Context: an optimization exercise on an open-source flow, tuned for small area. The choices shown serve that exercise and are no tape-out recipe. Function was checked by simulation only, so behaviour that the tests miss may differ from the original. No activity file was given, so power comes from the tool's default toggle rates.

==> flow/design.v <==
module codec_echo (
    input  wire        clk,
    input  wire        rst,           
    output reg         ctl_cs_n,
    output wire        ctl_valid,
    output wire [7:0]  ctl_byte,
    input  wire        ctl_ready,
    input  wire        ctl_err,
    input  wire        rx_ready,
    input  wire        rx_ovr,
    input  wire [15:0] rx_data,
    output wire        rx_pop,
    input  wire        tx_ready,
    input  wire        tx_udr,
    output wire        tx_valid,
    output wire [15:0] tx_data,
    output wire [1:0]  mode,
    output reg  [1:0]  halt_cause,
    output wire [1:0]  codec_state
);
    localparam BUF_LEN   = 96;
    localparam DELAY     = 80;
    localparam N_BRINGUP = 10;
    localparam ACT_IDX   = 8;
    localparam CS_HOLD   = 100;    
    localparam NRT       = 12;     
    localparam M_BOOT = 2'd0, M_RUN = 2'd1, M_HALT = 2'd2;
    localparam H_NONE = 2'd0, H_BUS = 2'd1, H_OVR = 2'd2, H_UDR = 2'd3;
    localparam C_RESET = 2'd0, C_CONF = 2'd1, C_ACTIVE = 2'd2;
    localparam B_CS = 2'd0, B_B0 = 2'd1, B_B1 = 2'd2, B_HOLD = 2'd3;
    localparam S_RX_POLL = 2'd0, S_RX_SERV = 2'd1, S_TX_POLL = 2'd2, S_TX_SERV = 2'd3;
    localparam P_LT = 2'd0, P_LB = 2'd1;    
    reg [1:0]  bstate;
    reg [3:0]  boot_idx;
    reg        hwrap;      
    reg [1:0]  sched_pc;
    reg [1:0]  rx_phase;
    reg [1:0]  tx_phase;
    reg [6:0]  wp;         
    reg [6:0]  rp;         
    reg [15:0] seq_word;
    always @(*) begin
        case (boot_idx)
            4'd0: seq_word = {7'h0F, 9'h000};    
            4'd1: seq_word = {7'h06, 9'h07F};    
            4'd2: seq_word = {7'h00, 9'h017};    
            4'd3: seq_word = {7'h01, 9'h017};    
            4'd4: seq_word = {7'h04, 9'h012};    
            4'd5: seq_word = {7'h05, 9'h006};    
            4'd6: seq_word = {7'h07, 9'h042};    
            4'd7: seq_word = {7'h08, 9'h000};    
            4'd8: seq_word = {7'h09, 9'h001};    
            4'd9: seq_word = {7'h06, 9'h062};    
            default: seq_word = 16'h0000;
        endcase
    end
    wire [7:0] byte0 = {seq_word[15:9], seq_word[8]};
    wire [7:0] byte1 = seq_word[7:0];
    wire halted  = (halt_cause != H_NONE);
    wire in_run  = !halted && boot_idx[3] && boot_idx[1] && (bstate == B_CS);
    wire in_boot = !halted && !in_run;
    assign mode        = halted ? M_HALT : in_run ? M_RUN : M_BOOT;
    assign codec_state = !boot_idx[3] ? C_RESET : boot_idx[1] ? C_ACTIVE : C_CONF;
    assign ctl_valid = in_boot && (bstate == B_B0 || bstate == B_B1);
    assign ctl_byte  = (bstate == B_B0) ? byte0 : byte1;
    assign rx_pop   = in_run && (sched_pc == S_RX_SERV);
    assign tx_valid = in_run && (sched_pc == S_TX_SERV);
    wire wr_top = rx_pop && (rx_phase == P_LT);
    wire wr_bot = rx_pop && (rx_phase == P_LB);
    wire rd_adv = tx_valid && (tx_phase == P_LB);
    function [6:0] pos_inc;
        input [6:0] p;
        input       two;
        reg   [4:0] l;
        begin
            l = p[3:0] + (two ? 5'd2 : 5'd1);
            if (l >= 5'd12)
                pos_inc = {p[6:4] + 3'd1, l[3:0] - 4'd12};
            else
                pos_inc = {p[6:4], l[3:0]};
        end
    endfunction
    always @(posedge clk) begin
        if (rst) begin
            halt_cause  <= H_NONE;
            ctl_cs_n    <= 1'b1;
            bstate      <= B_CS;
            boot_idx    <= 4'd0;
            hwrap       <= 1'b0;
            sched_pc    <= S_RX_POLL;
            rx_phase    <= P_LT;
            tx_phase    <= P_LT;
            wp          <= 7'd0;
            rp          <= {3'd1, 4'd4};    
        end else begin
            wp <= pos_inc(wp, wr_bot);
            rp <= pos_inc(rp, rd_adv);
            case (mode)
                M_BOOT: begin
                    case (bstate)
                        B_CS: begin
                            ctl_cs_n <= 1'b0;
                            bstate   <= B_B0;
                        end
                        B_B0: begin
                            if (ctl_ready) begin
                                if (ctl_err) begin
                                    halt_cause <= H_BUS;
                                    ctl_cs_n   <= 1'b1;
                                end else begin
                                    bstate <= B_B1;
                                end
                            end
                        end
                        B_B1: begin
                            if (ctl_ready) begin
                                ctl_cs_n <= 1'b1;
                                if (ctl_err) begin
                                    halt_cause <= H_BUS;
                                end else begin
                                    boot_idx <= boot_idx + 1'b1;
                                    wp       <= 7'd0;
                                    rp       <= {3'd1, 4'd4};
                                    hwrap    <= 1'b0;
                                    bstate   <= B_HOLD;
                                end
                            end
                        end
                        B_HOLD: begin
                            if (wp == {3'd7, 4'd11})
                                hwrap <= 1'b1;
                            if (hwrap && wp == {3'd0, 4'd3}) begin
                                bstate   <= B_CS;      
                                sched_pc <= S_RX_POLL;
                            end
                        end
                    endcase
                end
                M_RUN: begin
                    case (sched_pc)
                        S_RX_POLL: begin
                            if (rx_ovr) begin
                                halt_cause <= H_OVR;
                            end else if (rx_ready) begin
                                sched_pc <= S_RX_SERV;
                            end else begin
                                sched_pc <= S_TX_POLL;
                            end
                        end
                        S_RX_SERV: begin
                            rx_phase <= rx_phase + 1'b1;
                            sched_pc <= S_TX_POLL;
                        end
                        S_TX_POLL: begin
                            if (tx_udr) begin
                                halt_cause <= H_UDR;
                            end else if (tx_ready) begin
                                sched_pc <= S_TX_SERV;
                            end else begin
                                sched_pc <= S_RX_POLL;
                            end
                        end
                        S_TX_SERV: begin
                            tx_phase <= tx_phase + 1'b1;
                            sched_pc <= S_RX_POLL;
                        end
                    endcase
                end
                default: ;    
            endcase
        end
    end
    reg  [15:0] wbuf_t, wbuf_b;        
    reg         tp;                    
    reg         bp;                    
    reg  [15:0] cur_t, cur_b;          
    reg         fv;                    
    wire       t_adv = (rx_phase != P_LB);
    wire [2:0] w_hi  = wp[6:4];
    wire [3:0] w_lo  = wp[3:0];
    wire [6:0] wp_m1 = (w_lo == 4'd0) ? {w_hi - 3'd1, 4'd11} : wp - 7'd1;
    wire       rc_is_wc   = (rp == wp);
    wire       rc_is_wcm1 = (rp == wp_m1);
    wire       tw_now = tp && (t_adv ? (w_lo == 4'd0) : (w_lo == 4'd11));
    wire [2:0] tw_idx = t_adv ? w_hi : w_hi + 3'd1;
    wire       bw_now = bp && (w_lo == 4'd0);
    wire [15:0] wd_t  = in_boot ? 16'h0 : wbuf_t;
    wire [15:0] wd_b  = in_boot ? 16'h0 : wbuf_b;
    wire [31:0] ring_q  [0:BUF_LEN-1];    
    wire [31:0] rd_word [0:NRT-1];
    genvar p;
    generate
        for (p = 0; p < BUF_LEN; p = p + 1) begin : g_ring
            reg [31:0] q;
            assign ring_q[p] = q;
            if (p % 8 == 0) begin : g_rtap
                assign rd_word[p / 8] = q;
            end
            if (p % 12 == 0) begin : g_wtap
                wire we_t = in_boot || (tw_now && tw_idx == p / 12);
                wire we_b = in_boot || (bw_now && w_hi == p / 12);
                always @(posedge clk) begin
                    q[31:16] <= we_t ? wd_t : ring_q[(p + BUF_LEN - 1) % BUF_LEN][31:16];
                    q[15:0]  <= we_b ? wd_b : ring_q[(p + BUF_LEN - 1) % BUF_LEN][15:0];
                end
            end else begin : g_pass
                always @(posedge clk)
                    q <= ring_q[p - 1];
            end
        end
    endgenerate
    function [6:0] rtap_pos;
        input integer j;
        reg   [2:0] h;
        reg   [3:0] l;
        begin
            h = j * 8 / 12;
            l = j * 8 % 12;
            rtap_pos = {h, l};
        end
    endfunction
    reg  [31:0] tap_q;
    reg         at_rtap;
    integer k;
    always @(*) begin
        tap_q   = 32'h0;
        at_rtap = 1'b0;
        for (k = 0; k < NRT; k = k + 1) begin
            tap_q   = tap_q | ({32{rp == rtap_pos(k)}} & rd_word[k]);
            at_rtap = at_rtap | (rp == rtap_pos(k));
        end
    end
    wire        fetch   = (in_boot || !fv) && at_rtap;
    wire [15:0] fetch_t = (tp && (t_adv ? rc_is_wcm1 : rc_is_wc)) ? wbuf_t : tap_q[31:16];
    wire [15:0] fetch_b = (bp && rc_is_wcm1) ? wbuf_b : tap_q[15:0];
    always @(posedge clk) begin
        if (wr_top) wbuf_t <= rx_data;
        if (wr_bot) wbuf_b <= rx_data;
        if (wr_top && rc_is_wc)      cur_t <= rx_data;
        else if (fetch)              cur_t <= fetch_t;
        if (wr_bot && rc_is_wc)      cur_b <= rx_data;
        else if (fetch)              cur_b <= fetch_b;
    end
    always @(posedge clk) begin
        if (rst) begin
            tp <= 1'b0;
            bp <= 1'b0;
            fv <= 1'b0;
        end else begin
            if (wr_top)      tp <= 1'b1;
            else if (tw_now) tp <= 1'b0;
            if (wr_bot)      bp <= 1'b1;
            else if (bw_now) bp <= 1'b0;
            if (rd_adv)      fv <= 1'b0;
            else if (fetch)  fv <= 1'b1;
        end
    end
    assign tx_data = (tx_phase == P_LT) ? cur_t :
                     (tx_phase == P_LB) ? cur_b : 16'h0000;
endmodule
export LEC_CHECK = 0
export ABC_AREA = 1
export CAP_MARGIN = 0
export CORE_MARGIN = 2
export CORE_UTILIZATION = 75
export CTS_BUF_LIST = sky130_fd_sc_hd__clkbuf_16
export CTS_CLUSTER_DIAMETER = 80
export CTS_CLUSTER_SIZE = 32
export SLEW_MARGIN = 0
create_clock -name core_clock -period 10.0 [get_ports {clk}]
standard.sh (not shown) runs the stock make flow with config.mk's settings and CLKGATE_MAP_FILE= SYNTH_SCRIPT=/design/flow/synth_recipe.tcl, a recipe that flattens the netlist after the stock synthesis.
==> flow/flow/run.sh <==
#!/bin/bash
# The standard layout, with the port buffers made from the smallest buffer
# cell (buf_1) instead of the one buffer_ports picks by default.
set -euo pipefail
export BUFFER_PORTS_ARGS="-buffer_cell sky130_fd_sc_hd__buf_1"
bash standard.sh > standard_flow.log 2>&1
Edit:
==> flow/run.sh (new file) <==
#!/bin/bash
# synth_recipe.tcl (not shown) runs the flow's synth.tcl, then flattens the netlist and writes it again
# the make line also repeats each setting of config.mk as NAME=value (left out here)
make -C /OpenROAD-flow-scripts/flow DESIGN_CONFIG=/design/flow/config.mk WORK_HOME=/design/flow/orfs CLKGATE_MAP_FILE= SYNTH_SCRIPT=/design/flow/synth_recipe.tcl finish
- CAP_MARGIN: 0 -> 20
- CTS_CLUSTER_SIZE: 32 -> 34
- SLEW_MARGIN: 0 -> 20
removed: flow/flow/run.sh
removed: flow/standard.sh
=> The changed run finished clean; final area climbs by 0.34%; cell count is about the same; hold slack is about the same; power hardly moves; count of clock-buffer cells in the layout drops by 5; combinational power climbs by about 6%; global-route usage drops by 0.56 points; maximum frequency drops by 4.6%; worst setup slack got worse by 270 ps; via count does not change; flip-flop and latch count is unchanged.
Edit:
- ABC_AREA: 1 -> default
After rerunning: The changed run finished clean. Worst setup slack gains 520 ps. Routed wire length barely changes. Clock skew rises by 5.6 ps. Power falls by 10%. Die area rises by 0.38%.
Edit:
==> flow/flow/run.sh (new file) <==
#!/bin/bash
# The standard layout, with the port buffers made from the smallest buffer
# cell (buf_1) instead of the one buffer_ports picks by default.
set -euo pipefail
export BUFFER_PORTS_ARGS="-buffer_cell sky130_fd_sc_hd__buf_1"
bash standard.sh > standard_flow.log 2>&1
==> flow/standard.sh (new file) <==
#!/bin/bash
# synth_recipe.tcl (not shown) runs the flow's synth.tcl, then flattens the netlist and writes it again
# the make line also repeats each setting of config.mk as NAME=value (left out here)
make -C /OpenROAD-flow-scripts/flow DESIGN_CONFIG=/design/flow/config.mk WORK_HOME=/design/flow/orfs CLKGATE_MAP_FILE= SYNTH_SCRIPT=/design/flow/synth_recipe.tcl "${@:-finish}"
- ABC_AREA: default -> 1
- CTS_CLUSTER_SIZE: 34 -> 32
removed: flow/run.sh
Clock skew went down by 11 ps.
Power went up by roughly a tenth.
Design area hardly moves.
First-iteration DRC count went up by about a fifth.
Setup slack gets worse by 180 ps.
Synthesized area went down slightly.
Clock power went up by a few percent.
Worst hold slack gets better by 11 ps.
Via count went up by a few percent.
Routed wire length went up slightly.
Flip-flop and latch count does not change.

[what the ideal ports hide]
No port has a modelled driver above. Below, the same layouts with a new extraction and two added sets of constraints.
Step 1: set_driving_cell puts a clkbuf_16 on clk and a buf_2 on each other input, an assumption about the parent block.
Step 2, shift: input delay + t, output delay - t, t = (earliest + latest rising clock arrival at the registers) / 2. This alone moves slack from input paths to output paths.
a / b / c = ideal ports / drivers / drivers and shift; a / b = the first two.
run | t, ns | slack for setup (ns) | slew at the worst register clock pin (ns) | cell pins on the clock port's net
the first run | 0.803 | 4.473 / 4.398 / 5.202 | 0.12 / 0.12 | 1
the second run | 0.798 | 4.203 / 4.131 / 4.929 | 0.12 / 0.12 | 1
the third run | 0.794 | 4.728 / 4.654 / 5.310 | 0.12 / 0.12 | 1
the fourth run | 0.790 | 4.547 / 4.477 / 5.267 | 0.12 / 0.12 | 1
After both steps setup and hold are still met in every run listed.
